Context: an optimization exercise on an open-source flow, tuned for small area. The choices shown serve that exercise and are no tape-out recipe.
The RTL was checked by simulation tests, not by an equivalence proof against the original design.
No activity file was given, so power comes from the tool's default toggle rates.

==> design/flow/design.v <==
module fsk_tx (
    input  wire        clk,
    input  wire        rst,
    input  wire        bus_en,
    input  wire        bus_we,
    input  wire [3:0]  bus_addr,
    input  wire [15:0] bus_wdata,
    output reg  [15:0] bus_rdata,
    output wire        s_valid,
    input  wire        s_ready,
    output wire [15:0] s_data,
    output wire        s_bit,
    output wire        s_bitstart,
    output wire        s_last,
    output wire        irq
);
    localparam [2:0] PH_IDLE = 3'd0,
                     PH_PRE  = 3'd1,
                     PH_DATA = 3'd2,
                     PH_CRCH = 3'd3,
                     PH_CRCL = 3'd4,
                     PH_POST = 3'd5;
    localparam [3:0] A_CTRL    = 4'h0,
                     A_STATUS  = 4'h1,
                     A_INTEN   = 4'h2,
                     A_PLEN    = 4'h3,
                     A_PADDR   = 4'h4,
                     A_PDATA   = 4'h5,
                     A_CRC     = 4'h6,
                     A_SEQ     = 4'h7,
                     A_BYTEIDX = 4'h8,
                     A_PMAX    = 4'h9;
    localparam [2:0] F_START_BUSY = 3'd1,
                     F_LOCKED     = 3'd2,
                     F_LEN        = 3'd3,
                     F_ADDR       = 3'd4;
    reg [15:0] crc;
    reg [2:0]  phase;
    reg [1:0]  rep;
    reg [8:0]  byteidx;
    reg [3:0]  bitidx;
    reg [4:0]  sampidx;
    reg        done;
    reg        err;
    reg [2:0]  errcode;
    reg        ie_done;
    reg        ie_err;
    reg [15:0] plen;
    reg [15:0] paddr;
    reg [7:0]  pcache;
    function [15:0] crc_update;
        input [15:0] s;
        input [7:0]  b;
        reg   [15:0] t;
        integer      i;
        begin
            t = s ^ {b, 8'h00};
            for (i = 0; i < 8; i = i + 1) begin
                if (t[15])
                    t = {t[14:0], 1'b0} ^ 16'h1021;
                else
                    t = {t[14:0], 1'b0};
            end
            crc_update = t;
        end
    endfunction
    function [15:0] rom_word;
        input       tone;
        input [3:0] k;
        begin
            case ({tone, k})
                5'h00: rom_word = 16'h0000;
                5'h01: rom_word = 16'h30FB;
                5'h02: rom_word = 16'h5A81;
                5'h03: rom_word = 16'h7640;
                5'h04: rom_word = 16'h7FFF;
                5'h05: rom_word = 16'h7640;
                5'h06: rom_word = 16'h5A81;
                5'h07: rom_word = 16'h30FB;
                5'h08: rom_word = 16'h0000;
                5'h09: rom_word = 16'hCF05;
                5'h0A: rom_word = 16'hA57E;
                5'h0B: rom_word = 16'h89BF;
                5'h0C: rom_word = 16'h8000;
                5'h0D: rom_word = 16'h89BF;
                5'h0E: rom_word = 16'hA57E;
                5'h0F: rom_word = 16'hCF05;
                5'h10: rom_word = 16'h0000;
                5'h11: rom_word = 16'h5A81;
                5'h12: rom_word = 16'h7FFF;
                5'h13: rom_word = 16'h5A81;
                5'h14: rom_word = 16'h0000;
                5'h15: rom_word = 16'hA57E;
                5'h16: rom_word = 16'h8000;
                5'h17: rom_word = 16'hA57E;
                5'h18: rom_word = 16'h0000;
                5'h19: rom_word = 16'h5A81;
                5'h1A: rom_word = 16'h7FFF;
                5'h1B: rom_word = 16'h5A81;
                5'h1C: rom_word = 16'h0000;
                5'h1D: rom_word = 16'hA57E;
                5'h1E: rom_word = 16'h8000;
                default: rom_word = 16'hA57E;
            endcase
        end
    endfunction
    wire busy    = (phase != PH_IDLE);
    wire ph_pre  = (phase == PH_PRE);
    wire ph_data = (phase == PH_DATA);
    wire ph_crch = (phase == PH_CRCH);
    wire ph_crcl = (phase == PH_CRCL);
    wire ph_post = (phase == PH_POST);
    wire in_char = ph_data | ph_crch | ph_crcl;
    wire seq_rd  = ph_pre | ph_data;           
    wire [8:0] byte_nxt = byteidx + 9'd1;
    wire [7:0] raddr = ph_pre  ? 8'd0 :
                       ph_data ? ((bitidx == 4'd9) ? byte_nxt[7:0] : byteidx[7:0]) :
                                 paddr[7:0];
    wire [15:0] sel_lo = 16'd1 << raddr[3:0];
    wire [15:0] sel_hi = 16'd1 << raddr[7:4];
    wire        wen;                           
    wire [7:0]  grp [0:15];
    genvar gi, gj;
    generate
        for (gi = 0; gi < 16; gi = gi + 1) begin : pr
            wire [7:0] t [0:16];
            assign t[0] = 8'hFF;
            for (gj = 0; gj < 16; gj = gj + 1) begin : pc
                reg [7:0] q;
                always @(posedge clk)
                    if (wen & sel_hi[gi] & sel_lo[gj])
                        q <= bus_wdata[7:0];
                assign t[gj + 1] = t[gj] & (q | {8{~sel_lo[gj]}});
            end
            assign grp[gi] = t[16] | {8{~sel_hi[gi]}};
        end
    endgenerate
    wire [7:0] rbyte = grp[0]  & grp[1]  & grp[2]  & grp[3]  &
                       grp[4]  & grp[5]  & grp[6]  & grp[7]  &
                       grp[8]  & grp[9]  & grp[10] & grp[11] &
                       grp[12] & grp[13] & grp[14] & grp[15];
    wire [7:0] curbyte = ph_data ? rbyte : (ph_crch ? crc[15:8] : crc[7:0]);
    reg linebit;
    always @(*) begin
        if (!busy)
            linebit = 1'b0;
        else if (!in_char)
            linebit = 1'b1;                        
        else if (bitidx == 4'd0)
            linebit = 1'b0;                        
        else if (bitidx <= 4'd8)
            linebit = curbyte[4'd8 - bitidx];      
        else
            linebit = 1'b1;                        
    end
    assign s_valid    = busy;
    assign s_bit      = linebit;
    assign s_data     = busy ? rom_word(linebit, sampidx[3:0]) : 16'h0000;
    assign s_bitstart = busy && (sampidx == 5'd0);
    assign s_last     = ph_post && (rep == 2'd2) &&
                        (bitidx == 4'd11) && (sampidx == 5'd31);
    assign irq        = (done && ie_done) || (err && ie_err);
    wire xfer      = busy && s_ready;
    wire last_samp = (sampidx == 5'd31);
    wire last_bit  = in_char ? (bitidx == 4'd9) : (bitidx == 4'd11);
    wire plen_nz   = |plen[8:0];
    wire more_data = (byte_nxt != plen[8:0]);
    wire busy_after = busy && !(xfer && s_last);
    wire wr = bus_en && bus_we;
    wire rd = bus_en && !bus_we;
    wire paddr_ok = (paddr[15:8] == 8'd0);
    always @(*) begin
        bus_rdata = 16'h0000;
        if (rd) begin
            case (bus_addr)
                A_STATUS:  bus_rdata = {9'd0, errcode, 1'b0, err, done, busy};
                A_INTEN:   bus_rdata = {13'd0, ie_err, ie_done, 1'b0};
                A_PLEN:    bus_rdata = plen;
                A_PADDR:   bus_rdata = paddr;
                A_PDATA:   bus_rdata = paddr_ok ? {8'd0, (seq_rd ? pcache : rbyte)} : 16'h0000;
                A_CRC:     bus_rdata = crc;
                A_SEQ:     bus_rdata = {rep, phase, 2'b00, bitidx, sampidx};
                A_BYTEIDX: bus_rdata = {7'd0, byteidx};
                A_PMAX:    bus_rdata = 16'd256;
                default:   bus_rdata = 16'h0000;
            endcase
        end
    end
    wire pdata_ok = wr && (bus_addr == A_PDATA) && !busy_after && paddr_ok;
    assign wen = !rst && pdata_ok;
    always @(posedge clk) begin
        if (!seq_rd)
            pcache <= rbyte;
    end
    always @(posedge clk) begin
        if (rst) begin
            crc     <= 16'h0000;
            phase   <= PH_IDLE;
            rep     <= 2'd0;
            byteidx <= 9'd0;
            bitidx  <= 4'd0;
            sampidx <= 5'd0;
            done    <= 1'b0;
            err     <= 1'b0;
            errcode <= 3'd0;
            ie_done <= 1'b0;
            ie_err  <= 1'b0;
            plen    <= 16'h0000;
            paddr   <= 16'h0000;
        end else begin
            if (xfer) begin
                if (!last_samp) begin
                    sampidx <= sampidx + 5'd1;
                end else if (!last_bit) begin
                    sampidx <= 5'd0;
                    bitidx  <= bitidx + 4'd1;
                end else begin
                    sampidx <= 5'd0;
                    bitidx  <= 4'd0;
                    case (phase)
                        PH_PRE: begin
                            if (plen_nz) begin
                                phase <= PH_DATA;
                                crc   <= crc_update(crc, rbyte);
                            end else begin
                                phase <= PH_CRCH;
                            end
                        end
                        PH_DATA: begin
                            byteidx <= byte_nxt;
                            if (more_data)
                                crc <= crc_update(crc, rbyte);
                            else
                                phase <= PH_CRCH;
                        end
                        PH_CRCH: phase <= PH_CRCL;
                        PH_CRCL: phase <= PH_POST;
                        PH_POST: begin
                            if (rep != 2'd2) begin
                                rep     <= rep + 2'd1;
                                phase   <= PH_PRE;
                                byteidx <= 9'd0;
                                crc     <= 16'h0000;
                            end else begin
                                rep   <= 2'd0;
                                phase <= PH_IDLE;
                                done  <= 1'b1;
                            end
                        end
                        default: phase <= PH_IDLE;
                    endcase
                end
            end
            if (wr) begin
                case (bus_addr)
                    A_CTRL: begin
                        if (bus_wdata[0]) begin
                            if (busy_after) begin
                                if (!err) begin err <= 1'b1; errcode <= F_START_BUSY; end
                            end else if (plen > 16'd256) begin
                                if (!err) begin err <= 1'b1; errcode <= F_LEN; end
                            end else begin
                                phase   <= PH_PRE;
                                rep     <= 2'd0;
                                byteidx <= 9'd0;
                                bitidx  <= 4'd0;
                                sampidx <= 5'd0;
                                crc     <= 16'h0000;
                                done    <= 1'b0;
                            end
                        end
                    end
                    A_STATUS: begin
                        if (bus_wdata[1]) done <= 1'b0;
                        if (bus_wdata[2]) begin err <= 1'b0; errcode <= 3'd0; end
                    end
                    A_INTEN: begin
                        ie_done <= bus_wdata[1];
                        ie_err  <= bus_wdata[2];
                    end
                    A_PLEN: begin
                        if (busy_after) begin
                            if (!err) begin err <= 1'b1; errcode <= F_LOCKED; end
                        end else
                            plen <= bus_wdata;
                    end
                    A_PADDR: begin
                        if (busy_after) begin
                            if (!err) begin err <= 1'b1; errcode <= F_LOCKED; end
                        end else
                            paddr <= bus_wdata;
                    end
                    A_PDATA: begin
                        if (busy_after) begin
                            if (!err) begin err <= 1'b1; errcode <= F_LOCKED; end
                        end else if (!paddr_ok) begin
                            if (!err) begin err <= 1'b1; errcode <= F_ADDR; end
                        end else
                            paddr <= paddr + 16'd1;
                    end
                    default: ;
                endcase
            end
        end
    end
endmodule
==> design/flow/flow/run.sh <==
#!/bin/bash
# The standard layout (standard.sh) with three changes:
#  * ABC maps the logic for area (delay relaxed) instead of for speed: a local
#    copy of ORFS's scripts folder whose abc_speed.script is flow/abc_speed.script.
#    Yosys, dfflibmap and every other synthesis step are unchanged, so the
#    registers keep their names and cell types.
#  * clock tree synthesis: clkbuf_8 buffers, clusters of at most 18 sinks
#    within 60 um, no dummy loads.
#  * every input and output port is still buffered, with buf_2 cells.
# Each tool's output goes to its own log in ORFS's logs folder; make's output
# is in standard_make.log here.
set -euo pipefail
HERE=$(pwd)
rm -rf "$HERE/orfs_scripts"
cp -r "$FLOW_HOME/scripts" "$HERE/orfs_scripts"
cp "$HERE/flow/abc_speed.script" "$HERE/orfs_scripts/abc_speed.script"
export SCRIPTS_DIR="$HERE/orfs_scripts"
export CTS_ARGS="-sink_clustering_enable -repair_clock_nets -sink_clustering_size 18 -sink_clustering_max_diameter 60 -buf_list sky130_fd_sc_hd__clkbuf_8 -dont_use_dummy_load"
export BUFFER_PORTS_ARGS="-inputs -outputs -buffer_cell sky130_fd_sc_hd__buf_2"
bash standard.sh > standard_make.log 2>&1
==> design/flow/flow/abc_speed.script <==
&get -n
&st
&dch -f
&nf -R 1000 -C 32 -p -F 8
&put
==> design/flow/standard.sh <==
#!/bin/bash
# synth_recipe.tcl (not shown) runs the flow's synth.tcl, then flattens the netlist and writes it again
# the make line also repeats each setting of config.mk as NAME=value (left out here)
make -C /OpenROAD-flow-scripts/flow DESIGN_CONFIG=/design/flow/config.mk WORK_HOME=/design/flow/orfs CLKGATE_MAP_FILE= SYNTH_SCRIPT=/design/flow/synth_recipe.tcl "${@:-finish}"
==> design/flow/config.mk <==
export PLATFORM = sky130hd
export DESIGN_NAME = fsk_tx
export DESIGN_NICKNAME = fsk_tx
export VERILOG_FILES = /design/flow/design.v
export SDC_FILE = /design/flow/constraint.sdc
export NUM_CORES = 4
export LEC_CHECK = 0
export CAP_MARGIN = 20
export CORE_MARGIN = 2
export CORE_UTILIZATION = 70
export SLEW_MARGIN = 20
==> design/flow/constraint.sdc <==
create_clock -name core_clock -period 10.0 [get_ports {clk}]
set_input_delay 2.0000 -clock core_clock [delete_from_list [all_inputs] [get_ports {clk}]]
set_output_delay 2.0000 -clock core_clock [all_outputs]
set_load 0.01 [all_outputs]
==> results.py, run 1 <==
metrics = {
    "setup_path": {
        "r2r-end": "crc[15]",
        "reg2reg_from": "phase[0]",
        "worst_setup_path_end_kind": "primary output",
        "critPathLaunchType": "register",
        "crit_fanout": 40,
        "reg2reg_slack_ps": 3770,
        "r2r_cells": 18,
        "required_ps": 8000,
        "worstSetupStartpoint": "phase[0]",
        "arrival_ps": 7710,
        "crit_type": "reg -> out",
    },
    "power_and_ir_drop": {
        "clkPwrFrac_pct": 27.4,
        "power_frac_comb_pct": 2.9,
        "leakage_nw": 25.1,
        "p_switching_mw": 2.85,
        "power_density_nw_per_um2": 168,
        "p_int_mw": 11.2,
        "seqPwrFrac_pct": 69.7,
        "p_sw_share_pct": 20.3,
        "vdd_drop_max_mv": 0.162,
        "total_power_mw": 14.0,
    },
    "global_routing": {
        "antenna_found_initial": 11,
        "grt_max_degree": 159,
        "grt_pass1_vias": 44900,
        "track_usage_pct": 37.0,
        "grt.overflow.total": 0,
        "grt_pass1_wl_mm": 301,
    },
    "clock_tree": {
        "clockBufferDepth": 3,
        "cts_root_buf": "clkbuf_8",
        "clock-sinks": 2134,
        "cts_tree": "built",
        "cts_htree_levels": 4,
        "clock_latency_ps": 900,
        "path_clk_slew_ps": 80,
        "hold_buffers": 0,
        "numCtsBuffers": 146,
    },
    "final_layout": {
        "multi_input_area_um2": 14200,
        "nFillCells": 6339,
        "areaGrowthSynthToFinish_pct": 8.11,
        "fin_nets": 4971,
        "final_layout_size_suffix_gt1_share_pct": 8.76,
        "fin_cells": 6352,
        "regArea_um2": 63200,
    },
    "sta": {
        "finalSetupViolCount": 0,
        "worst_slew_margin_rel_pct": 23.4,
        "worst_slew_pin_slew_ps": 1150,
        "hold_viol_final": 0,
        "setup_tns_ps": 0,
        "fin_ws_ps": 294,
        "grt_setup_unrepaired": "no",
        "maxSlewViolCount": 0,
        "max_freq_ghz": 0.103,
        "fin_skew_ps": 116,
        "finalCritPeriodShare_pct": 97.1,
        "whs_ps": 484,
        "fin_crit_ps": 9710,
    },
    "logic_synthesis": {
        "syn_area_um2": 77100,
        "synth_top_area_share_pct": 79.7,
        "netlist_instances": 4554,
        "yosysUniqueCellTypes": 46,
        "synth_warnings": 1,
        "synth_nets": 4591,
        "synth_edf_count": 2048,
        "syn_area_per_cell_um2": 16.9,
        "netlist_top_cells_count": "edfxtp_1, o22ai_1, nor2_1",
        "ys.flop_type": "edfxtp_1",
        "ys_ff_latch": 2134,
        "seq_area_frac_synth_pct": 82.0,
        "synth_area_leaders": "edfxtp_1, o22ai_1, nor4_1",
        "synth_most_common_cell": "edfxtp_1",
        "synthArstFlopShare_pct": 0,
        "yosys.area.top_type": "edfxtp_1",
    },
    "route": {
        "antenna_left": 0,
        "wirelength_mm": 209,
        "drc": 0,
        "wl_per_cell_um": 33.0,
        "viasPerCell": 7.58,
        "num_vias": 48100,
        "dr.first_iter.drc_count": 8576,
        "first_pass_iters": 6,
    },
    "place": {
        "dp_slack_ps": 534,
        "place_hpwl_mm": 128,
        "gp_congestion": 0.944,
        "dp.cells": 6192,
        "place.port_buffers": 61,
    },
    "die": {
        "core-area_um2": 109000,
        "rows": 121,
        "num_io_pins": 62,
        "start_util_pct": 70.7,
        "die-area_um2": 113000,
        "die_x_um": 336,
        "die_h_um": 336,
    },
    "run": {
        "drv_cap": 0,
    },
    "min_path": {
        "min_path_cells": 2,
        "min_path_type": "reg -> reg",
        "timing.hold.worst.start": "plen[13]",
        "worstHoldEndpoint": "plen[13]",
    },
    "run_status": {
        "status": "no timing/DRC/antenna violations",
    },
}
[area by class of cell]
cell class	count	area share, %
Sequential cell	2134	75.8
Multi-Input combinational cell	2404	17.1
Timing Repair Buffer	235	2.50
Clock buffer	146	2.41
Tap cell	1414	2.12
Inverter	13	0.0585
Antenna cell	6	0.0180
[flip-flops by register name, summed over array words and instances (netlist names)]
signal / flops
ie_err: 1
byteidx: 9
phase: 3
err: 1
paddr: 16
sampidx: 5
errcode: 3
pr.pc.q: 2048
plen: 16
done: 1
ie_done: 1
crc: 16
rep: 2
pcache: 8
bitidx: 4
[cell families (layout without fill, tap and decap cells)]
group                      Yosys count  in the layout  synth area share [%]
muxes                               10             10                 0.131
and+or+nand+nor                    933            936                  5.86
buffers and inverters               19            394                 0.122
DFF                               2134           2134                  82.0
other                                0              6                     0
adders and majority gates           13             13                 0.208
AOI/OAI and AO/OA                 1393           1393                  11.1
xor gates and xnor gates            52             52                 0.591
[per-layer routing]
metal  vias up  GRT usage, %  wire, µm
met5         -             0        70
li1      20000             -         -
met1     24000          54.7     77700
met4        10          12.9      7880
met3       454          7.36     27000
met2      3735          56.4     96800
[how the worst max path moves through the flow]
stage	to	slack, ps
2_1_floorplan	s_data[13]	110
3_3_place_gp	s_data[1]	670
3_5_place_dp	s_data[13]	530
4_1_cts	s_data[13]	40
5_1_grt	s_data[6]	50
6_report	s_data[13]	290
[metrics by stage]
| step | util (%) | instance area, µm² |
|---|---|---|
| after floorplan | - | 77100 |
| after global placement | 74.3 | 81000 |
| after detailed placement | 74.3 | 81000 |
| after CTS | 76.2 | 83100 |
| after global routing | 76.5 | 83400 |
| final | 76.5 | 83400 |
[critical path: stages, from the launching register on]
cell and delay (ps):
dfxtp_1 510, nor2b_1 480, nand2b_1 430, o21ai_0 200, a21oi_1 100, or2_0 280, nor2_1 390, nand2_4 340
buf_12 320, o22ai_1 370, nor4_1 90, a21oi_1 530, nor4_1 270, nand4_1 340, nor2_1 80, a221oi_1 240
a21oi_1 100, o21ai_0 150, o21ai_0 130, maj3_1 400, o21ai_2 340, clkinv_1 200, a211oi_1 270, a211oi_1 100
buf_2 160
[placed cells by master (no fill, tap or decap), types with 15 or more instances in the layout]
cell type	synthesis	layout
edfxtp_1	2048	2048
o22ai_1	1026	1026
nor2_1	376	369
nor4_1	297	284
a21oi_1	212	206
clkbuf_8	0	154
buf_4	6	142
nand2_1	135	119
dfxtp_1	86	86
o21ai_0	58	57
buf_2	0	53
nand3_1	37	37
buf_12	0	32
xor2_1	28	28
xnor2_1	24	24
nor3_1	21	20
a222oi_1	19	19
a22oi_1	16	16
a211oi_1	15	15
[what timing repair did]
action | in CTS | in global routing
gates resized for setup | 7 | 35
buffers inserted | 0 | 5
pin swaps | 0 | 4
gates cloned | 0 | 3
endpoints found under the setup margin | 15 | 17
[power by group through the flow]
stage	combinational, mW	clock [mW]	sequential, mW
3_3_place_gp	0.381	0	9.99
4_1_cts	0.391	3.82	9.78
2_1_floorplan	0.132	0	9.99
6_report	0.406	3.84	9.78
5_1_grt	0.426	4.10	9.78
3_5_place_dp	0.390	0	9.99
==> run 2: changes to the inputs <==
--- a/design/flow/design.v
+++ b/design/flow/design.v
@@ -113,32 +113,26 @@
     wire in_char = ph_data | ph_crch | ph_crcl;
     wire seq_rd  = ph_pre | ph_data;           
     wire [8:0] byte_nxt = byteidx + 9'd1;
-    wire [7:0] raddr = ph_pre  ? 8'd0 :
-                       ph_data ? ((bitidx == 4'd9) ? byte_nxt[7:0] : byteidx[7:0]) :
-                                 paddr[7:0];
+    reg  [7:0] raddr;
     wire [15:0] sel_lo = 16'd1 << raddr[3:0];
     wire [15:0] sel_hi = 16'd1 << raddr[7:4];
     wire        wen;                           
-    wire [7:0]  grp [0:15];
-    genvar gi, gj;
+    wire [15:0] wsel_hi = sel_hi & {16{wen}};
+    wire [7:0]  wbyte = bus_wdata[7:0] & {8{wen}};
+    wire [7:0]  rterm [0:256];
+    assign rterm[0] = 8'hFF;
+    genvar gi;
     generate
-        for (gi = 0; gi < 16; gi = gi + 1) begin : pr
-            wire [7:0] t [0:16];
-            assign t[0] = 8'hFF;
-            for (gj = 0; gj < 16; gj = gj + 1) begin : pc
-                reg [7:0] q;
-                always @(posedge clk)
-                    if (wen & sel_hi[gi] & sel_lo[gj])
-                        q <= bus_wdata[7:0];
-                assign t[gj + 1] = t[gj] & (q | {8{~sel_lo[gj]}});
-            end
-            assign grp[gi] = t[16] | {8{~sel_hi[gi]}};
+        for (gi = 0; gi < 256; gi = gi + 1) begin : pb
+            wire       sel = sel_hi[gi / 16] & sel_lo[gi % 16];
+            wire       nwe = ~(wsel_hi[gi / 16] & sel_lo[gi % 16]);
+            reg  [7:0] q;
+            always @(posedge clk)
+                q <= (q & {8{nwe}}) | (wbyte & {8{sel}});
+            assign rterm[gi + 1] = rterm[gi] & (q | {8{~sel}});
         end
     endgenerate
-    wire [7:0] rbyte = grp[0]  & grp[1]  & grp[2]  & grp[3]  &
-                       grp[4]  & grp[5]  & grp[6]  & grp[7]  &
-                       grp[8]  & grp[9]  & grp[10] & grp[11] &
-                       grp[12] & grp[13] & grp[14] & grp[15];
+    wire [7:0] rbyte = rterm[256];
     wire [7:0] curbyte = ph_data ? rbyte : (ph_crch ? crc[15:8] : crc[7:0]);
     reg linebit;
     always @(*) begin
@@ -192,62 +186,94 @@
         if (!seq_rd)
             pcache <= rbyte;
     end
-    always @(posedge clk) begin
+    reg [15:0] n_crc;
+    reg [2:0]  n_phase;
+    reg [1:0]  n_rep;
+    reg [8:0]  n_byteidx;
+    reg [3:0]  n_bitidx;
+    reg [4:0]  n_sampidx;
+    reg        n_done;
+    reg        n_err;
+    reg [2:0]  n_errcode;
+    reg        n_ie_done;
+    reg        n_ie_err;
+    reg [15:0] n_plen;
+    reg [15:0] n_paddr;
+    reg        n_nextbyte;    
+    always_comb begin
+        n_crc      = crc;
+        n_phase    = phase;
+        n_rep      = rep;
+        n_byteidx  = byteidx;
+        n_bitidx   = bitidx;
+        n_sampidx  = sampidx;
+        n_done     = done;
+        n_err      = err;
+        n_errcode  = errcode;
+        n_ie_done  = ie_done;
+        n_ie_err   = ie_err;
+        n_plen     = plen;
+        n_paddr    = paddr;
+        n_nextbyte = ph_data && (bitidx == 4'd9);
         if (rst) begin
-            crc     <= 16'h0000;
-            phase   <= PH_IDLE;
-            rep     <= 2'd0;
-            byteidx <= 9'd0;
-            bitidx  <= 4'd0;
-            sampidx <= 5'd0;
-            done    <= 1'b0;
-            err     <= 1'b0;
-            errcode <= 3'd0;
-            ie_done <= 1'b0;
-            ie_err  <= 1'b0;
-            plen    <= 16'h0000;
-            paddr   <= 16'h0000;
+            n_crc      = 16'h0000;
+            n_phase    = PH_IDLE;
+            n_rep      = 2'd0;
+            n_byteidx  = 9'd0;
+            n_bitidx   = 4'd0;
+            n_sampidx  = 5'd0;
+            n_done     = 1'b0;
+            n_err      = 1'b0;
+            n_errcode  = 3'd0;
+            n_ie_done  = 1'b0;
+            n_ie_err   = 1'b0;
+            n_plen     = 16'h0000;
+            n_paddr    = 16'h0000;
+            n_nextbyte = 1'b0;
         end else begin
             if (xfer) begin
                 if (!last_samp) begin
-                    sampidx <= sampidx + 5'd1;
+                    n_sampidx = sampidx + 5'd1;
                 end else if (!last_bit) begin
-                    sampidx <= 5'd0;
-                    bitidx  <= bitidx + 4'd1;
+                    n_sampidx = 5'd0;
+                    n_bitidx  = bitidx + 4'd1;
+                    n_nextbyte = ph_data && (bitidx == 4'd8);
                 end else begin
-                    sampidx <= 5'd0;
-                    bitidx  <= 4'd0;
+                    n_sampidx = 5'd0;
+                    n_bitidx  = 4'd0;
+                    n_nextbyte = 1'b0;
                     case (phase)
                         PH_PRE: begin
                             if (plen_nz) begin
-                                phase <= PH_DATA;
-                                crc   <= crc_update(crc, rbyte);
+                                n_phase = PH_DATA;
+                                n_crc   = crc_update(crc, rbyte);
                             end else begin
-                                phase <= PH_CRCH;
+                                n_phase = PH_CRCH;
                             end
                         end
                         PH_DATA: begin
-                            byteidx <= byte_nxt;
-                            if (more_data)
-                                crc <= crc_update(crc, rbyte);
-                            else
-                                phase <= PH_CRCH;
+                            n_byteidx = byte_nxt;
+                            if (more_data) begin
+                                n_crc      = crc_update(crc, rbyte);
+                                n_nextbyte = 1'b1;    
+                            end else
+                                n_phase = PH_CRCH;
                         end
-                        PH_CRCH: phase <= PH_CRCL;
-                        PH_CRCL: phase <= PH_POST;
+                        PH_CRCH: n_phase = PH_CRCL;
+                        PH_CRCL: n_phase = PH_POST;
                         PH_POST: begin
                             if (rep != 2'd2) begin
-                                rep     <= rep + 2'd1;
-                                phase   <= PH_PRE;
-                                byteidx <= 9'd0;
-                                crc     <= 16'h0000;
+                                n_rep     = rep + 2'd1;
+                                n_phase   = PH_PRE;
+                                n_byteidx = 9'd0;
+                                n_crc     = 16'h0000;
                             end else begin
-                                rep   <= 2'd0;
-                                phase <= PH_IDLE;
-                                done  <= 1'b1;
+                                n_rep   = 2'd0;
+                                n_phase = PH_IDLE;
+                                n_done  = 1'b1;
                             end
                         end
-                        default: phase <= PH_IDLE;
+                        default: n_phase = PH_IDLE;
                     endcase
                 end
             end
@@ -256,51 +282,69 @@
                     A_CTRL: begin
                         if (bus_wdata[0]) begin
                             if (busy_after) begin
-                                if (!err) begin err <= 1'b1; errcode <= F_START_BUSY; end
+                                if (!err) begin n_err = 1'b1; n_errcode = F_START_BUSY; end
                             end else if (plen > 16'd256) begin
-                                if (!err) begin err <= 1'b1; errcode <= F_LEN; end
+                                if (!err) begin n_err = 1'b1; n_errcode = F_LEN; end
                             end else begin
-                                phase   <= PH_PRE;
-                                rep     <= 2'd0;
-                                byteidx <= 9'd0;
-                                bitidx  <= 4'd0;
-                                sampidx <= 5'd0;
-                                crc     <= 16'h0000;
-                                done    <= 1'b0;
+                                n_phase   = PH_PRE;
+                                n_rep     = 2'd0;
+                                n_byteidx = 9'd0;
+                                n_bitidx  = 4'd0;
+                                n_sampidx = 5'd0;
+                                n_crc     = 16'h0000;
+                                n_done    = 1'b0;
                             end
                         end
                     end
                     A_STATUS: begin
-                        if (bus_wdata[1]) done <= 1'b0;
-                        if (bus_wdata[2]) begin err <= 1'b0; errcode <= 3'd0; end
+                        if (bus_wdata[1]) n_done = 1'b0;
+                        if (bus_wdata[2]) begin n_err = 1'b0; n_errcode = 3'd0; end
                     end
                     A_INTEN: begin
-                        ie_done <= bus_wdata[1];
-                        ie_err  <= bus_wdata[2];
+                        n_ie_done = bus_wdata[1];
+                        n_ie_err  = bus_wdata[2];
                     end
                     A_PLEN: begin
                         if (busy_after) begin
-                            if (!err) begin err <= 1'b1; errcode <= F_LOCKED; end
+                            if (!err) begin n_err = 1'b1; n_errcode = F_LOCKED; end
                         end else
-                            plen <= bus_wdata;
+                            n_plen = bus_wdata;
                     end
                     A_PADDR: begin
                         if (busy_after) begin
-                            if (!err) begin err <= 1'b1; errcode <= F_LOCKED; end
+                            if (!err) begin n_err = 1'b1; n_errcode = F_LOCKED; end
                         end else
-                            paddr <= bus_wdata;
+                            n_paddr = bus_wdata;
                     end
                     A_PDATA: begin
                         if (busy_after) begin
-                            if (!err) begin err <= 1'b1; errcode <= F_LOCKED; end
+                            if (!err) begin n_err = 1'b1; n_errcode = F_LOCKED; end
                         end else if (!paddr_ok) begin
-                            if (!err) begin err <= 1'b1; errcode <= F_ADDR; end
+                            if (!err) begin n_err = 1'b1; n_errcode = F_ADDR; end
                         end else
-                            paddr <= paddr + 16'd1;
+                            n_paddr = {7'd0, {1'b0, paddr[7:0]} + 9'd1};    
                     end
                     default: ;
                 endcase
             end
         end
     end
+    always @(posedge clk) begin
+        crc     <= n_crc;
+        phase   <= n_phase;
+        rep     <= n_rep;
+        byteidx <= n_byteidx;
+        bitidx  <= n_bitidx;
+        sampidx <= n_sampidx;
+        done    <= n_done;
+        err     <= n_err;
+        errcode <= n_errcode;
+        ie_done <= n_ie_done;
+        ie_err  <= n_ie_err;
+        plen    <= n_plen;
+        paddr   <= n_paddr;
+        raddr   <= (n_phase == PH_PRE)  ? 8'd0 :
+                   (n_phase == PH_DATA) ? (n_nextbyte ? byte_nxt[7:0] : byteidx[7:0]) :
+                                          n_paddr[7:0];
+    end
 endmodule
==> results.py, run 2 <==
metrics = {
    "run_status": {
        "status": "failed layout checks",
        "violations": "negative setup slack",
    },
    "setup_path": {
        "critPathLaunchType": "register",
        "cp_slowest_cell": "nand4_1",
        "reg2reg_from": "raddr[0]",
        "crit_fanout": 17,
        "slowest_delay_ps": 930,
        "worstSetupStartpoint": "raddr[1]",
        "arrival_ps": 8090,
        "worst_setup_path_end_kind": "primary output",
        "crit_type": "reg -> out",
        "path_cells": "and4b_2 > buf_12 > nand2_1 > o22ai_1 > nor4_1 > nand4_1 > nor4_1 > nand2_2 > nor2_1 > a221oi_1 > a21oi_1 > a32oi_1 > o21ai_0 > maj3_1 > o21ai_1 > buf_4 > clkinv_1 > a211oi_1 > a211oi_1 > buf_2",
        "required_ps": 8000,
    },
    "run": {
        "drv_cap": 0,
    },
    "route": {
        "antenna_left": 0,
        "wl_per_cell_um": 29.2,
        "dr.first_iter.drc_count": 14700,
        "wirelength_mm": 309,
        "num_vias": 77200,
        "drc": 0,
        "first_pass_iters": 13,
        "viasPerCell": 7.29,
    },
    "clock_tree": {
        "numCtsBuffers": 145,
        "clock-sinks": 2142,
        "hold_buffers": 0,
        "path_clk_slew_ps": 110,
        "cts_root_buf": "clkbuf_8",
        "clock_latency_ps": 950,
        "cts_tree": "built",
        "clockBufferDepth": 3,
        "cts_htree_levels": 4,
    },
    "die": {
        "rows": 120,
        "core-area_um2": 107000,
        "die_x_um": 332,
        "die_h_um": 332,
        "num_io_pins": 62,
        "start_util_pct": 70.5,
        "die-area_um2": 110000,
    },
    "final_layout": {
        "regArea_um2": 42900,
        "fin_nets": 9212,
        "final_common_cell": "nand2_1",
        "layout_common_cells": "nand2_1, dfxtp_1, o21ai_0, o22ai_1, nor4_1",
        "fin_cells": 10600,
        "largest_reg_flops": 2048,
        "areaGrowthSynthToFinish_pct": 8.21,
        "regMostFlops": "pb.q",
        "final_util_pct": 76.3,
        "multi_input_area_um2": 33100,
        "final_layout_size_suffix_gt1_share_pct": 5.14,
        "fin_area_um2": 81600,
        "nFillCells": 7957,
    },
    "logic_synthesis": {
        "synth_warnings": 1,
        "ys.flop_type": "dfxtp_1",
        "syn_area_per_cell_um2": 8.56,
        "yosysUniqueCellTypes": 48,
        "netlist_instances": 8801,
        "netlist_top_cells_count": "nand2_1, dfxtp_1, o21ai_0",
        "synth_area_leaders": "dfxtp_1, o21ai_0, nand2_1",
        "seq_area_frac_synth_pct": 56.9,
        "ys_ff_latch": 2142,
        "syn_area_um2": 75400,
        "yosys.area.top_type": "dfxtp_1",
        "synth_top_area_share_pct": 56.9,
        "synth_edf_count": 0,
        "synth_nets": 8839,
        "synth_most_common_cell": "nand2_1",
        "synthArstFlopShare_pct": 0,
    },
    "min_path": {
        "timing.hold.worst.start": "pb[184].q[6]",
        "min_path_type": "reg -> reg",
    },
    "place": {
        "dp.cells": 10400,
        "place_hpwl_mm": 208,
        "post_dp_cell_area_um2": 79200,
        "place.port_buffers": 61,
        "gp_congestion": 1.07,
        "dp_slack_ps": 1350,
    },
    "sta": {
        "fin_skew_ps": 80.1,
        "grt_setup_unrepaired": "no",
        "hold_viol_final": 0,
        "max_freq_ghz": 0.0991,
        "finalSetupViolCount": 2,
        "maxSlewViolCount": 0,
        "fin_ws_ps": -94.0,
        "worst_slew_pin_slew_ps": 1420,
        "finalCritPeriodShare_pct": 101,
        "fin_crit_ps": 10090,
        "worst_slew_margin_rel_pct": 4.74,
        "setup_tns_ps": -186,
    },
    "power_and_ir_drop": {
        "p_int_mw": 9.94,
        "p_sw_share_pct": 22.5,
        "vdd_drop_max_mv": 0.167,
        "power_frac_comb_pct": 1.9,
        "seqPwrFrac_pct": 67.0,
        "p_switching_mw": 2.88,
        "leakage_nw": 28.4,
        "clkPwrFrac_pct": 31.1,
        "power_density_nw_per_um2": 157,
    },
    "global_routing": {
        "grt_max_degree": 210,
        "grt_pass1_vias": 68900,
        "track_usage_pct": 54.3,
        "grt_pass1_wl_mm": 449,
        "grt.overflow.total": 0,
        "antenna_found_initial": 25,
    },
}
-- run 2: cell count changes in the layout (fill, tap and decap cells not counted), sizes merged, moves of 11 or more --
| cell | delta |
|---|---|
| nand3 | -15 |
| a21oi | -136 |
| nor2 | -284 |
| edfxtp | -2048 |
| nor4bb | +11 |
| nor4 | -16 |
| nand2 | +2540 |
| a22oi | +18 |
| o21ai | +2043 |
| nand4 | +60 |
| dfxtp | +2056 |
| and2 | +16 |
-- run 2: cell families (layout without fill, tap and decap cells) --
family / count (synthesis) / count (layout) / share of synthesized area (%)
buffers and inverters: 17 / 388 / 0.115
DFF: 2142 / 2142 / 56.9
AOI/OAI and AO/OA: 3308 / 3308 / 24.1
and+or+nand+nor: 3254 / 3254 / 17.9
adders and majority gates: 14 / 14 / 0.229
xor gates and xnor gates: 52 / 52 / 0.604
muxes: 14 / 14 / 0.186
other: 0 / 12 / 0
-- run 2: power groups by stage --
stage / logic (mW) / clock network (mW) / registers, mW
floorplan: 0.115 / 0 / 8.78
global placement: 0.219 / 0 / 8.79
detailed placement: 0.223 / 0 / 8.79
CTS: 0.224 / 3.89 / 8.59
global route: 0.248 / 4.19 / 8.60
finish: 0.246 / 3.98 / 8.60
-- run 2: critical path: cells and delay by family, from the launching register on --
family                     cells  cell delay (ps)
DFF                            1              600
buffers and inverters          4              810
adders and majority gates      1              310
AOI/OAI and AO/OA              8             1630
and+or+nand+nor                7             3790
-- run 2: layout make-up --
| cell class | count | share of cell area, % |
|---|---|---|
| Antenna cell | 12 | 0.0368 |
| Clock buffer | 145 | 2.45 |
| Inverter | 11 | 0.0506 |
| Multi-Input combinational cell | 6642 | 40.6 |
| Sequential cell | 2142 | 52.6 |
| Tap cell | 1403 | 2.15 |
| Timing Repair Buffer | 232 | 2.16 |
-- run 2: stage by stage --
| step | power [mW] | hold slack (ps) |
|---|---|---|
| global route | 13.0 | 481 |
| CTS | 12.7 | 458 |
| global placement | 9.01 | 433 |
| finish | 12.8 | 461 |
| detailed placement | 9.01 | 442 |
| floorplan | 8.90 | 423 |
-- run 2: per-layer routing --
| metal | vias up | GRT usage [%] | wire (µm) |
|---|---|---|---|
| met5 | - | 0 | 210 |
| met4 | 30 | 46.6 | 33900 |
| met3 | 1815 | 20.3 | 49700 |
| met2 | 6817 | 74.7 | 123000 |
| met1 | 35800 | 66.9 | 103000 |
| li1 | 32800 | - | - |
-- run 2: final timing paths --
path,end,cells after the start,slack (ps)
worst max register to register,crc[14],13,3900
worst max-delay path,s_data[6],20,-90
worst min register to register,pb[184].q[6],2,460
worst min-delay path,pb[184].q[6],2,460
-- run 2: timing repair --
item | 4_1_cts | 5_1_grt
endpoints found under the setup margin | 0 | 17
setup buffers | 0 | 4
gates resized for setup | 0 | 11
==> run 3: changes to the inputs <==
==> design/flow/config.mk (replaced) <==
export PLATFORM = sky130hd
export DESIGN_NAME = fsk_tx
export DESIGN_NICKNAME = fsk_tx
export VERILOG_FILES = /design/flow/design.v
export SDC_FILE = /design/flow/constraint.sdc
export NUM_CORES = 4
export LEC_CHECK = 0
export CAP_MARGIN = 10
export CORE_MARGIN = 2
export CORE_UTILIZATION = 62
export GPL_TIMING_DRIVEN = 0
export SLEW_MARGIN = 10
==> results.py, run 3 <==
metrics = {
    "run_status": {
        "status": "failed layout checks",
        "violations": "max-capacitance violations",
    },
    "logic_synthesis": {
        "ys_ff_latch": 2142,
        "synth_most_common_cell": "nand2_1",
        "synth_area_leaders": "dfxtp_1, o21ai_0, nand2_1",
        "synth_top_area_share_pct": 56.9,
        "yosys.area.top_type": "dfxtp_1",
        "synth_edf_count": 0,
        "yosysUniqueCellTypes": 48,
        "netlist_instances": 8801,
        "syn_area_per_cell_um2": 8.56,
        "ys.flop_type": "dfxtp_1",
        "synth_nets": 8839,
        "synth_warnings": 1,
        "seq_area_frac_synth_pct": 56.9,
        "synthArstFlopShare_pct": 0,
        "netlist_top_cells_count": "nand2_1, dfxtp_1, o21ai_0",
        "syn_area_um2": 75400,
    },
    "clock_tree": {
        "cts_htree_levels": 4,
        "clockBufferDepth": 3,
        "cts_tree": "built",
        "clock-sinks": 2142,
        "numCtsBuffers": 144,
        "hold_buffers": 0,
        "path_clk_slew_ps": 100,
        "clock_latency_ps": 970,
        "cts_root_buf": "clkbuf_8",
    },
    "global_routing": {
        "use_met3_pct": 10.2,
        "grt.overflow.total": 0,
        "antenna_found_initial": 10,
        "track_usage_pct": 44.7,
        "grt_util_met1_pct": 58.1,
        "grt_util_met2_pct": 64.1,
        "top_usage_layer": "met2",
        "grt_pass1_vias": 64100,
        "grt_max_degree": 81,
        "grt_pass1_wl_mm": 420,
    },
    "die": {
        "die_x_um": 353,
        "core-area_um2": 120000,
        "start_util_pct": 62.7,
        "rows": 127,
        "die-area_um2": 124000,
        "num_io_pins": 62,
        "die_h_um": 353,
    },
    "sta": {
        "worst_slew_pin_slew_ps": 1470,
        "fin_skew_ps": 122,
        "whs_ps": 452,
        "finalCritPeriodShare_pct": 99.2,
        "worst_slew_margin_rel_pct": 1.29,
        "fin_crit_ps": 9920,
        "maxSlewViolCount": 0,
        "finalSetupViolCount": 0,
        "hold_viol_final": 0,
        "max_freq_ghz": 0.101,
    },
    "run": {
        "drv_cap": 1,
    },
    "power_and_ir_drop": {
        "power_density_nw_per_um2": 156,
        "vdd_drop_max_mv": 0.154,
        "leakage_nw": 28.6,
    },
    "route": {
        "num_vias": 72900,
        "drc": 0,
        "viasPerCell": 6.78,
        "dr.first_iter.drc_count": 11500,
        "first_pass_iters": 7,
        "wirelength_mm": 289,
        "wl_per_cell_um": 26.9,
        "antenna_left": 0,
    },
    "place": {
        "gp_congestion": 1.02,
        "place.port_buffers": 61,
        "place_hpwl_mm": 206,
    },
    "setup_path": {
        "arrival_ps": 7920,
        "cp_slowest_cell": "nor4_1",
        "required_ps": 8000,
        "crit_fanout": 16,
        "crit_type": "reg -> out",
        "critPathLaunchType": "register",
        "slowest_delay_ps": 1220,
        "worst_setup_path_end_kind": "primary output",
        "path_cells": "nor4_2 > buf_4 > nand2_1 > o22ai_1 > nor4_1 > nand4_1 > nor4_1 > nand2_1 > o21ai_0 > a32o_1 > nand2_1 > o21ai_0 > maj3_1 > o21ai_1 > buf_4 > clkinv_1 > a211oi_1 > a211oi_1 > buf_4 > buf_2",
    },
    "min_path": {
        "min_path_type": "reg -> reg",
    },
    "final_layout": {
        "fin_nets": 9183,
        "regMostFlops": "pb.q",
        "largest_reg_flops": 2048,
        "final_layout_size_suffix_gt1_share_pct": 4.74,
        "layout_common_cells": "nand2_1, dfxtp_1, o21ai_0, o22ai_1, nor4_1",
        "areaGrowthSynthToFinish_pct": 8.80,
        "final_util_pct": 68.2,
        "final_common_cell": "nand2_1",
    },
}
-- run 3: cells by family (layout without fill, tap and decap cells) --
group / after synthesis / count (layout) / synth area share [%]
AOI/OAI and AO/OA: 3308 / 3308 / 24.1
xor gates and xnor gates: 52 / 52 / 0.604
adders and majority gates: 14 / 14 / 0.229
buffers and inverters: 17 / 359 / 0.115
DFF: 2142 / 2142 / 56.9
muxes: 14 / 14 / 0.186
other: 0 / 3 / 0
and+or+nand+nor: 3254 / 3254 / 17.9
-- run 3: path summary, 6_finish.rpt --
| path | slack (ps) | end | cells after the start | startpoint |
|---|---|---|---|---|
| setup / recovery | 80 | s_data[13] | 20 | raddr[6] |
| hold / removal | 450 | pb[69].q[6] | 2 | pb[69].q[6] |
| setup reg to reg | 3740 | crc[5] | 13 | raddr[6] |
| hold reg to reg | 450 | pb[69].q[6] | 2 | pb[69].q[6] |
-- run 3: what timing repair did --
item | 4_1_cts | 5_1_grt
setup endpoints to repair | 6 | 9
pin swaps | 0 | 1
resized for setup | 1 | 18
setup buffers | 0 | 2
gates cloned | 0 | 0
-- run 3: stage by stage --
step | setup WS (ps) | setup TNS (ps) | instances | area (µm²) | power [mW]
after global routing | -15.0 | -15.0 | 10800 | 82000 | 13.1
after floorplan | 416 | 0 | 8801 | 75400 | 8.90
after detailed placement | 910 | 0 | 10600 | 79900 | 9.02
final | 78.0 | 0 | 10800 | 82000 | 12.8
after CTS | 117 | 0 | 10800 | 81800 | 12.8
after global placement | -12150 | - | 10500 | 77700 | 9.00
-- run 3: critical path, delay by kind of cell (launching register included) --
| family | cells | cell delay (ps) |
|---|---|---|
| AO/OA/AOI/OAI | 7 | 1390 |
| flip-flops | 1 | 930 |
| adder cells (fa/ha/maj) | 1 | 220 |
| AND/OR/NAND/NOR | 7 | 3590 |
| buffers and inverters | 5 | 820 |
-- run 3: routing by layer --
metal	part of all wire (%)	up-vias
met5	0.017	-
met4	9.2	8
met3	12	980
met2	41	4560
met1	37	34700
li1	-	32700
-- run 3: area by class of cell --
type	count	area, µm²
repair buffers	198	2060
well taps	1612	2020
multi-input cells	6642	33000
plain buffers	6	45.0
diodes	3	7.51
fillers	10200	38300
inverters	11	41.3
clock buffers	144	1980
flip-flops and latches	2142	42900
-- run 3: where the power goes --
part	internal [mW]	switching, mW	leakage [nW]	total [mW]
sequential	8.57	0.0287	17.3	8.60
clock	1.30	2.68	1.04	3.98
combinational	0.0704	0.176	10.3	0.247
==> run 4: changes to the inputs <==
--- a/design/flow/design.v
+++ b/design/flow/design.v
@@ -48,6 +48,7 @@
     reg [15:0] plen;
     reg [15:0] paddr;
     reg [7:0]  pcache;
+    reg [7:0]  curbyte;
     function [15:0] crc_update;
         input [15:0] s;
         input [7:0]  b;
@@ -133,7 +134,6 @@
         end
     endgenerate
     wire [7:0] rbyte = rterm[256];
-    wire [7:0] curbyte = ph_data ? rbyte : (ph_crch ? crc[15:8] : crc[7:0]);
     reg linebit;
     always @(*) begin
         if (!busy)
@@ -199,7 +199,7 @@
     reg        n_ie_err;
     reg [15:0] n_plen;
     reg [15:0] n_paddr;
-    reg        n_nextbyte;    
+    reg [7:0]  n_curbyte;
     always_comb begin
         n_crc      = crc;
         n_phase    = phase;
@@ -214,7 +214,7 @@
         n_ie_err   = ie_err;
         n_plen     = plen;
         n_paddr    = paddr;
-        n_nextbyte = ph_data && (bitidx == 4'd9);
+        n_curbyte  = curbyte;
         if (rst) begin
             n_crc      = 16'h0000;
             n_phase    = PH_IDLE;
@@ -229,7 +229,7 @@
             n_ie_err   = 1'b0;
             n_plen     = 16'h0000;
             n_paddr    = 16'h0000;
-            n_nextbyte = 1'b0;
+            n_curbyte  = 8'h00;
         end else begin
             if (xfer) begin
                 if (!last_samp) begin
@@ -237,29 +237,34 @@
                 end else if (!last_bit) begin
                     n_sampidx = 5'd0;
                     n_bitidx  = bitidx + 4'd1;
-                    n_nextbyte = ph_data && (bitidx == 4'd8);
                 end else begin
                     n_sampidx = 5'd0;
                     n_bitidx  = 4'd0;
-                    n_nextbyte = 1'b0;
                     case (phase)
                         PH_PRE: begin
                             if (plen_nz) begin
-                                n_phase = PH_DATA;
-                                n_crc   = crc_update(crc, rbyte);
+                                n_phase   = PH_DATA;
+                                n_curbyte = rbyte;
+                                n_crc     = crc_update(crc, rbyte);
                             end else begin
-                                n_phase = PH_CRCH;
+                                n_phase   = PH_CRCH;
+                                n_curbyte = crc[15:8];
                             end
                         end
                         PH_DATA: begin
                             n_byteidx = byte_nxt;
                             if (more_data) begin
-                                n_crc      = crc_update(crc, rbyte);
-                                n_nextbyte = 1'b1;    
-                            end else
-                                n_phase = PH_CRCH;
+                                n_curbyte = rbyte;
+                                n_crc     = crc_update(crc, rbyte);
+                            end else begin
+                                n_phase   = PH_CRCH;
+                                n_curbyte = crc[15:8];
+                            end
+                        end
+                        PH_CRCH: begin
+                            n_phase   = PH_CRCL;
+                            n_curbyte = crc[7:0];
                         end
-                        PH_CRCH: n_phase = PH_CRCL;
                         PH_CRCL: n_phase = PH_POST;
                         PH_POST: begin
                             if (rep != 2'd2) begin
@@ -343,8 +348,9 @@
         ie_err  <= n_ie_err;
         plen    <= n_plen;
         paddr   <= n_paddr;
+        curbyte <= n_curbyte;
         raddr   <= (n_phase == PH_PRE)  ? 8'd0 :
-                   (n_phase == PH_DATA) ? (n_nextbyte ? byte_nxt[7:0] : byteidx[7:0]) :
+                   (n_phase == PH_DATA) ? (n_byteidx[7:0] + 8'd1) :
                                           n_paddr[7:0];
     end
 endmodule
==> design/flow/config.mk (replaced) <==
export PLATFORM = sky130hd
export DESIGN_NAME = fsk_tx
export DESIGN_NICKNAME = fsk_tx
export VERILOG_FILES = /design/flow/design.v
export SDC_FILE = /design/flow/constraint.sdc
export NUM_CORES = 4
export LEC_CHECK = 0
export CAP_MARGIN = 20
export CORE_MARGIN = 2
export CORE_UTILIZATION = 70
export SLEW_MARGIN = 20
==> results.py, run 4 <==
metrics = {
    "die": {
        "die-area_um2": 111000,
        "rows": 120,
        "die_x_um": 333,
        "start_util_pct": 70.7,
        "num_io_pins": 62,
        "die_h_um": 333,
        "core-area_um2": 107000,
    },
    "final_layout": {
        "largest_reg_flops": 2048,
        "final_common_cell": "nand2_1",
        "final_layout_size_suffix_gt1_share_pct": 3.67,
        "areaGrowthSynthToFinish_pct": 6.68,
        "fin_cells": 10500,
        "layout_common_cells": "nand2_1, dfxtp_1, o21ai_0, o22ai_1, nor4_1",
        "regArea_um2": 43000,
        "nFillCells": 8168,
        "multi_input_area_um2": 33000,
        "fin_nets": 9173,
        "regMostFlops": "pb.q",
    },
    "clock_tree": {
        "numCtsBuffers": 143,
        "post_cts_buffers": 0,
        "cts_htree_levels": 4,
        "hold_buffers": 0,
        "clock-sinks": 2150,
        "path_clk_slew_ps": 80,
        "clockBufferDepth": 3,
        "cts_root_buf": "clkbuf_8",
        "cts_tree": "built",
        "clock_latency_ps": 900,
        "post_cts_resized": 0,
    },
    "logic_synthesis": {
        "ys_ff_latch": 2150,
        "seq_area_frac_synth_pct": 56.8,
        "synth_area_leaders": "dfxtp_1, o21ai_0, nand2_1",
        "netlist_instances": 8852,
        "synth_most_common_cell": "nand2_1",
        "synthArstFlopShare_pct": 0,
        "ys.flop_type": "dfxtp_1",
        "yosys.area.top_type": "dfxtp_1",
        "synth_warnings": 1,
        "yosysUniqueCellTypes": 44,
        "syn_area_per_cell_um2": 8.56,
        "synth_edf_count": 0,
        "netlist_top_cells_count": "nand2_1, dfxtp_1, o21ai_0",
        "syn_area_um2": 75800,
        "synth_nets": 8891,
        "synth_top_area_share_pct": 56.8,
    },
    "route": {
        "viasPerCell": 6.69,
        "drc": 0,
        "wl_per_cell_um": 22.2,
        "antenna_left": 0,
        "wirelength_mm": 234,
        "dr.first_iter.drc_count": 9198,
        "top_layer_used": "met5",
        "first_pass_iters": 9,
        "num_vias": 70500,
        "wl_met3_mm": 25.4,
        "routed-wl-met2_mm": 103,
        "met1Wirelength_mm": 93.0,
    },
    "sta": {
        "finalCritPeriodShare_pct": 87.7,
        "finalSetupViolCount": 0,
        "worst_slew_margin_rel_pct": -9.64,
        "worst_slew_pin_slew_ps": 1640,
        "fin_skew_ps": 90.0,
        "max_freq_ghz": 0.114,
        "grt_setup_unrepaired": "no",
        "setup_tns_ps": 0,
        "maxSlewViolCount": 103,
        "fin_crit_ps": 8770,
        "hold_viol_final": 0,
    },
    "run_status": {
        "violations": "max-slew violations",
        "status": "failed layout checks",
    },
    "setup_path": {
        "path_cells": "and4b_1 > nand2_1 > o22ai_1 > nor4_1 > nand4_1 > nor4_1 > nand2_1 > o21ai_0 > a222oi_1 > a31oi_1 > buf_2",
        "crit_buf_inv": 1,
        "critPathLaunchType": "register",
        "reg2reg_slack_ps": 4140,
        "worstSetupStartpoint": "raddr[5]",
        "r2r-end": "crc[8]",
        "cp_top_family": "simple AND/OR/NAND/NOR gates",
        "r2r_cells": 13,
        "cp_slowest_cell": "nor4_1",
        "arrival_ps": 6770,
        "slowest_delay_ps": 920,
        "crit_type": "reg -> out",
        "crit_fanout": 17,
        "worst_setup_path_end_kind": "primary output",
        "reg2reg_from": "raddr[1]",
        "required_ps": 8000,
    },
    "global_routing": {
        "grt_pass1_vias": 63200,
        "grt.overflow.total": 0,
        "grt_max_degree": 212,
        "track_usage_pct": 40.4,
        "antenna_found_initial": 6,
        "grt_pass1_wl_mm": 357,
    },
    "min_path": {
        "min_path_cells": 2,
        "timing.hold.worst.start": "pb[143].q[2]",
        "worstHoldEndpoint": "pb[143].q[2]",
        "min_path_type": "reg -> reg",
    },
    "place": {
        "place_hpwl_mm": 150,
        "gp_congestion": 0.974,
        "dp.cells": 10400,
        "place.port_buffers": 61,
    },
    "power_and_ir_drop": {
        "vdd_drop_max_mv": 0.157,
        "leakage_nw": 28.0,
        "power_density_nw_per_um2": 158,
    },
    "run": {
        "drv_cap": 0,
    },
}
==> run 4: changes by cell type after synthesis, sizes merged, moves of 6 or more <==
| cell | change |
|---|---|
| a211oi | +14 |
| nor2 | +14 |
| a21oi | +10 |
| dfxtp | +8 |
| mux2i | -8 |
| a31oi | -6 |
==> run 4: layout make-up <==
cell class / instances / area share, %
flip-flops and latches: 2150 / 53.2
multi-input cells: 6682 / 40.8
clock buffers: 143 / 2.43
well taps: 1403 / 2.17
repair buffers: 143 / 1.24
inverters: 14 / 0.0650
diodes: 4 / 0.0124
==> run 4: worst max-delay path by stage <==
stage | endpoint | slack (ps) | cells after the start
2_1_floorplan | pb[0].q[0] | 2540 | 6
5_1_grt | bus_rdata[7] | 1220 | 12
6_report | bus_rdata[4] | 1230 | 11
3_3_place_gp | bus_rdata[1] | 2500 | 11
3_5_place_dp | bus_rdata[1] | 2400 | 11
4_1_cts | bus_rdata[1] | 1450 | 11
==> run 4: where the power goes <==
group | switching (mW) | internal (mW) | total [mW] | leakage [nW]
Sequential | 0.0276 | 8.60 | 8.63 | 17.3
Combinational | 0.169 | 0.0678 | 0.237 | 9.63
Clock | 2.59 | 1.29 | 3.88 | 1.03
Total | 2.79 | 9.96 | 12.7 | 28.0
==> run 4: logic make-up (layout without fill, tap and decap cells) <==
group	count (synthesis)	count (layout)	synth area share (%)
compound gates	3334	3334	24.2
simple gates	3273	3273	17.9
flops	2150	2150	56.8
xor+xnor	53	53	0.613
buf+inv	20	300	0.129
fa+ha+maj	14	14	0.231
mux	8	8	0.139
other cells	0	4	0
==> run 4: routing by layer <==
layer  vias up  track usage [%]
met1     33400             54.2
met3       608             8.50
li1      32700                -
met2      3757             62.1
met4         4             20.4
met5         -                0
==> run 4: through the flow <==
step	util [%]	hold WS (ps)	cell area [µm²]	setup WS [ps]	total power, mW
global route	75.4	479	80800	1220	13.1
CTS	75.4	458	80800	1450	12.7
floorplan	-	423	75800	2540	8.93
detailed placement	73.5	442	78800	2400	9.05
finish	75.4	455	80800	1230	12.7
global placement	73.5	433	78800	2500	9.04
==> run 4: tightest hold or removal path, cell delays in order (launching register included) <==
cell	delay, ps
dfxtp_1	320
nand2_1	40
o21ai_0	50
==> run 5: changes to the inputs <==
--- a/design/flow/config.mk
+++ b/design/flow/config.mk
@@ -8,4 +8,4 @@
 export CAP_MARGIN = 20
 export CORE_MARGIN = 2
 export CORE_UTILIZATION = 70
-export SLEW_MARGIN = 20
+export SLEW_MARGIN = 40
==> results.py, run 5 <==
metrics = {
    "final_layout": {
        "fin_area_um2": 81200,
        "regMostFlops": "pb.q",
        "fin_cells": 10500,
        "final_util_pct": 75.7,
        "areaGrowthSynthToFinish_pct": 7.10,
        "multi_input_area_um2": 33100,
        "fin_nets": 9182,
        "regArea_um2": 43000,
        "largest_reg_flops": 2048,
        "final_layout_size_suffix_gt1_share_pct": 3.93,
        "layout_common_cells": "nand2_1, dfxtp_1, o21ai_0, o22ai_1, nor4_1",
        "nFillCells": 8141,
        "final_common_cell": "nand2_1",
    },
    "clock_tree": {
        "post_cts_buffers": 0,
        "clock_latency_ps": 900,
        "path_clk_slew_ps": 90,
        "cts_tree": "built",
        "numCtsBuffers": 144,
        "post_cts_resized": 0,
        "clockBufferDepth": 3,
        "cts_root_buf": "clkbuf_8",
        "hold_buffers": 0,
        "cts_htree_levels": 4,
        "clock-sinks": 2150,
    },
    "logic_synthesis": {
        "synth_nets": 8891,
        "synth_warnings": 1,
        "synthArstFlopShare_pct": 0,
        "netlist_top_cells_count": "nand2_1, dfxtp_1, o21ai_0",
        "yosys.area.top_type": "dfxtp_1",
        "synth_top_area_share_pct": 56.8,
        "syn_area_per_cell_um2": 8.56,
        "synth_edf_count": 0,
        "ys.flop_type": "dfxtp_1",
        "yosysUniqueCellTypes": 44,
        "ys_ff_latch": 2150,
        "synth_area_leaders": "dfxtp_1, o21ai_0, nand2_1",
        "syn_area_um2": 75800,
        "seq_area_frac_synth_pct": 56.8,
        "netlist_instances": 8852,
        "synth_most_common_cell": "nand2_1",
    },
    "sta": {
        "finalSetupViolCount": 0,
        "fin_skew_ps": 81.3,
        "finalCritPeriodShare_pct": 84.1,
        "hold_viol_final": 0,
        "max_freq_ghz": 0.119,
        "worst_slew_margin_rel_pct": 37.0,
        "fin_crit_ps": 8410,
        "maxSlewViolCount": 0,
        "worst_slew_pin_slew_ps": 936,
        "setup_tns_ps": 0,
        "grt_setup_unrepaired": "no",
    },
    "setup_path": {
        "worst-path-stages": 12,
        "r2r_cells": 13,
        "worst_setup_path_end_kind": "primary output",
        "cp_slowest_cell": "dfxtp_1",
        "crit_type": "reg -> out",
        "slowest_delay_ps": 790,
        "arrival_ps": 6410,
        "required_ps": 8000,
        "cpMostUsedCell": "nand2_1",
        "cp_top_family": "simple AND/OR/NAND/NOR gates",
        "crit_buf_inv": 2,
        "critPathLaunchType": "register",
        "path_cells": "and4b_2 > buf_4 > nand2_1 > o22ai_1 > nor4_1 > nand4_1 > nor4_2 > nand2_1 > o21ai_0 > a222oi_1 > a31oi_1 > buf_2",
        "crit_fanout": 17,
    },
    "global_routing": {
        "top_usage_layer": "met2",
        "track_usage_pct": 40.5,
        "grt_util_met1_pct": 54.8,
        "grt_max_degree": 176,
        "grt.overflow.total": 0,
        "antenna_found_initial": 8,
        "use_met3_pct": 7.62,
        "grt_util_met2_pct": 61.6,
        "grt_pass1_wl_mm": 358,
        "grt_pass1_vias": 63300,
    },
    "run": {
        "drv_cap": 0,
    },
    "die": {
        "rows": 120,
        "num_io_pins": 62,
        "die-area_um2": 111000,
        "core-area_um2": 107000,
        "die_h_um": 333,
        "start_util_pct": 70.7,
        "die_x_um": 333,
    },
    "power_and_ir_drop": {
        "power_density_nw_per_um2": 157,
        "leakage_nw": 28.1,
        "vdd_drop_max_mv": 0.151,
    },
    "route": {
        "dr.first_iter.drc_count": 8764,
        "viasPerCell": 6.69,
        "wirelength_mm": 233,
        "drc": 0,
        "num_vias": 70600,
        "antenna_left": 0,
        "first_pass_iters": 10,
        "wl_per_cell_um": 22.1,
    },
    "place": {
        "place_hpwl_mm": 152,
        "dp.cells": 10400,
        "post_dp_cell_area_um2": 79100,
        "gp_congestion": 0.974,
        "place.port_buffers": 61,
    },
    "min_path": {
        "min_path_cells": 2,
        "min_path_type": "reg -> reg",
    },
    "run_status": {
        "status": "no timing/DRC/antenna violations",
    },
}
==> run 5: cell counts after synthesis <==
No cell type changed its count.
==> run 5: power breakdown <==
| part | switching [mW] | internal (mW) | leakage, nW |
|---|---|---|---|
| sequential | 0.0279 | 8.60 | 17.3 |
| combinational | 0.170 | 0.0692 | 9.75 |
| clock | 2.59 | 1.30 | 1.04 |
==> run 5: area by class of cell <==
class                           count  area share, %
Sequential cell                  2150           53.0
Multi-Input combinational cell   6682           40.8
Clock buffer                      144           2.44
Tap cell                         1403           2.16
Timing Repair Buffer              151           1.48
Inverter                           14         0.0648
Antenna cell                        4         0.0123
==> run 5: worst paths after layout <==
check             startpoint            to  slack [ps]
setup / recovery    raddr[1]  bus_rdata[4]        1590
hold / removal    curbyte[3]    curbyte[3]         460
setup reg to reg    raddr[1]        crc[8]        4340
hold reg to reg   curbyte[3]    curbyte[3]         460
==> run 5: stage by stage <==
step	worst slack (ps)	hold WS, ps	power (mW)
after floorplan	2540	423	8.93
after global placement	2500	433	9.04
after detailed placement	2850	442	9.05
after CTS	1910	460	12.7
after global routing	1540	479	13.1
final	1590	458	12.8
==> run 5: cell families (layout without fill, tap and decap cells) <==
kind of cell / Yosys count / count (layout) / share of synthesized area (%)
buffers and inverters: 20 / 309 / 0.129
and+or+nand+nor: 3273 / 3273 / 17.9
AOI/OAI and AO/OA: 3334 / 3334 / 24.2
other: 0 / 4 / 0
xor gates and xnor gates: 53 / 53 / 0.613
DFF: 2150 / 2150 / 56.8
adders and majority gates: 14 / 14 / 0.231
muxes: 8 / 8 / 0.139
==> run 5: worst reg2reg max path: cells and delay by family, from the launching register on <==
family	cells	cell delay (ps)
compound gates	2	340
xor+xnor	3	710
buf+inv	1	350
flops	1	790
simple gates	7	3350
==> run 5: metal layers <==
layer,part of all wire (%),up-vias
met1,40,33400
met2,44,3735
li1,-,32800
met4,5.8,2
met5,0.0056,-
met3,10,667
==> run 6: changes to the inputs <==
--- a/design/flow/config.mk
+++ b/design/flow/config.mk
@@ -8,4 +8,4 @@
 export CAP_MARGIN = 20
 export CORE_MARGIN = 2
 export CORE_UTILIZATION = 70
-export SLEW_MARGIN = 40
+export SLEW_MARGIN = 60
==> results.py, run 6 <==
metrics = {
    "run_status": {
        "status": "no timing/DRC/antenna violations",
    },
    "clock_tree": {
        "post_cts_buffers": 0,
        "clock-sinks": 2150,
        "hold_buffers": 0,
        "clock_latency_ps": 920,
        "numCtsBuffers": 143,
        "cts_htree_levels": 4,
        "post_cts_resized": 0,
        "cts_tree": "built",
        "path_clk_slew_ps": 90,
        "clockBufferDepth": 3,
        "cts_root_buf": "clkbuf_8",
    },
    "route": {
        "drc": 0,
        "first_pass_iters": 12,
        "wl_per_cell_um": 22.3,
        "viasPerCell": 6.70,
        "dr.first_iter.drc_count": 9465,
        "num_vias": 70800,
        "antenna_left": 0,
        "wirelength_mm": 236,
    },
    "global_routing": {
        "track_usage_pct": 40.8,
        "grt.overflow.total": 0,
        "grt_pass1_wl_mm": 360,
        "grt_pass1_vias": 63900,
        "grt_max_degree": 88,
        "antenna_found_initial": 6,
    },
    "place": {
        "place.port_buffers": 61,
        "place_hpwl_mm": 155,
        "dp_slack_ps": 3120,
        "gp_congestion": 0.974,
    },
    "setup_path": {
        "critPathLaunchType": "register",
        "crit_type": "reg -> out",
        "required_ps": 8000,
        "crit_fanout": 17,
        "arrival_ps": 5630,
        "worst_setup_path_end_kind": "primary output",
    },
    "final_layout": {
        "largest_reg_flops": 2048,
        "fin_nets": 9203,
        "areaGrowthSynthToFinish_pct": 8.35,
        "final_layout_size_suffix_gt1_share_pct": 5.17,
        "layout_common_cells": "nand2_1, dfxtp_1, o21ai_0, o22ai_1, nor4_1",
        "regMostFlops": "pb.q",
        "final_common_cell": "nand2_1",
    },
    "sta": {
        "worst_slew_pin_slew_ps": 673,
        "finalCritPeriodShare_pct": 76.3,
        "max_freq_ghz": 0.131,
        "fin_ws_ps": 2370,
        "worst_slew_margin_rel_pct": 54.7,
        "grt_setup_unrepaired": "no",
        "maxSlewViolCount": 0,
        "setup_tns_ps": 0,
        "whs_ps": 456,
        "fin_crit_ps": 7630,
        "hold_viol_final": 0,
        "fin_skew_ps": 79.1,
        "finalSetupViolCount": 0,
    },
    "die": {
        "num_io_pins": 62,
        "start_util_pct": 70.7,
        "core-area_um2": 107000,
        "die_h_um": 333,
        "die-area_um2": 111000,
        "rows": 120,
        "die_x_um": 333,
    },
    "run": {
        "drv_cap": 0,
    },
    "logic_synthesis": {
        "synth_nets": 8891,
        "netlist_top_cells_count": "nand2_1, dfxtp_1, o21ai_0",
        "ys_ff_latch": 2150,
        "syn_area_per_cell_um2": 8.56,
        "syn_area_um2": 75800,
        "synth_top_area_share_pct": 56.8,
        "synth_warnings": 1,
        "yosysUniqueCellTypes": 44,
        "synth_area_leaders": "dfxtp_1, o21ai_0, nand2_1",
        "synth_edf_count": 0,
        "ys.flop_type": "dfxtp_1",
        "seq_area_frac_synth_pct": 56.8,
        "yosys.area.top_type": "dfxtp_1",
        "synth_most_common_cell": "nand2_1",
        "netlist_instances": 8852,
        "synthArstFlopShare_pct": 0,
    },
    "min_path": {
        "min_path_type": "reg -> reg",
    },
    "power_and_ir_drop": {
        "leakage_nw": 28.4,
        "vdd_drop_max_mv": 0.150,
        "power_density_nw_per_um2": 155,
    },
}
==> run 6: cell counts after synthesis <==
Identical to the previous run, type by type.
==> run 6: cell type report <==
type	count	area, µm²
antenna	2	5.00
clock buffer	143	1970
fill	7988	25100
inverter	14	52.6
multi-input combinational	6682	33700
sequential	2150	43100
tap	1403	1760
timing repair buffer	173	1590
==> run 6: power breakdown <==
part / internal, mW / switching [mW]
registers: 8.60 / 0.0283
clock network: 1.29 / 2.59
logic: 0.0753 / 0.174
==> run 6: final timing paths <==
check                    from           end  slack, ps  cells past startpoint
setup / recovery     raddr[1]  bus_rdata[7]       2370                     13
hold / removal    pb[91].q[4]   pb[91].q[4]        460                      2
setup reg to reg     raddr[3]        crc[6]       5050                     16
hold reg to reg   pb[91].q[4]   pb[91].q[4]        460                      2
==> run 6: kinds of logic (layout without fill, tap and decap cells) <==
group / after synthesis / after routing / share of synthesized area [%]
AOI/OAI and AO/OA: 3334 / 3334 / 24.2
and+or+nand+nor: 3273 / 3273 / 17.9
DFF: 2150 / 2150 / 56.8
xor gates and xnor gates: 53 / 53 / 0.613
buffers and inverters: 20 / 330 / 0.129
adders and majority gates: 14 / 14 / 0.231
muxes: 8 / 8 / 0.139
other: 0 / 2 / 0
==> run 6: critical path, stage by stage, from the launching register on <==
cell and delay, ps:
dfxtp_2 570, and4b_4 390, buf_4 280, nand2_1 440, o22ai_1 140, nor4_1 530, nand4_1 440, nor4_2 290
clkdlybuf4s18_2 330, nand2_1 250, o21ai_0 340, a222oi_1 140, a21oi_1 350, buf_2 210
==> run 6: routing by layer <==
metal	GRT usage, %	up-vias	part of all wire [%]
met1	54.9	33300	40
met4	23.0	0	6.1
met5	0	-	0
met2	61.9	3927	44
li1	-	32900	-
met3	7.60	728	11
==> run 6: stage by stage <==
stage	util, %	std cells	total power, mW	area (µm²)
2_1_floorplan	-	8852	8.93	75800
3_3_place_gp	73.5	10400	9.04	78800
3_5_place_dp	74.5	10400	9.06	79800
4_1_cts	76.3	10600	12.7	81800
5_1_grt	76.6	10600	13.1	82100
6_report	76.6	10600	12.8	82100

-- afterwards: timing with drivers on the ports --
The results above use ideal ports. As a check the final layouts listed here were re-extracted and re-timed, cells and wires unchanged.
Step 1 (the two cells are an assumption about what drives the block):
set clk [get_ports {clk}]
set_driving_cell -lib_cell sky130_fd_sc_hd__clkbuf_16 $clk
set_driving_cell -lib_cell sky130_fd_sc_hd__buf_2 [delete_from_list [all_inputs] $clk]
Step 2 times the ports against the registers' clock, not the clock port: input delays grow and output delays shrink by t, the midpoint of the rising clock arrivals with the driver on.
Slacks: ideal ports / drivers / drivers and shift; pairs: ideal ports / drivers.
run | t, ns | setup WS [ns] | worst setup path after step 2 | worst register clock-pin slew, ns
run 1 | 0.919 | 0.294 / 0.220 / 1.139 | register to output | 0.11 / 0.11
run 2 | 0.998 | -0.094 / -0.182 / 0.815 | register to output | 0.12 / 0.12
run 3 | 0.980 | 0.078 / 0.010 / 0.989 | register to output | 0.12 / 0.12
run 4 | 0.942 | 1.234 / 1.151 / 2.093 | register to output | 0.11 / 0.11
run 5 | 0.937 | 1.589 / 1.510 / 2.447 | register to output | 0.11 / 0.11
run 6 | 0.962 | 2.372 / 2.289 / 3.251 | register to output | 0.11 / 0.11
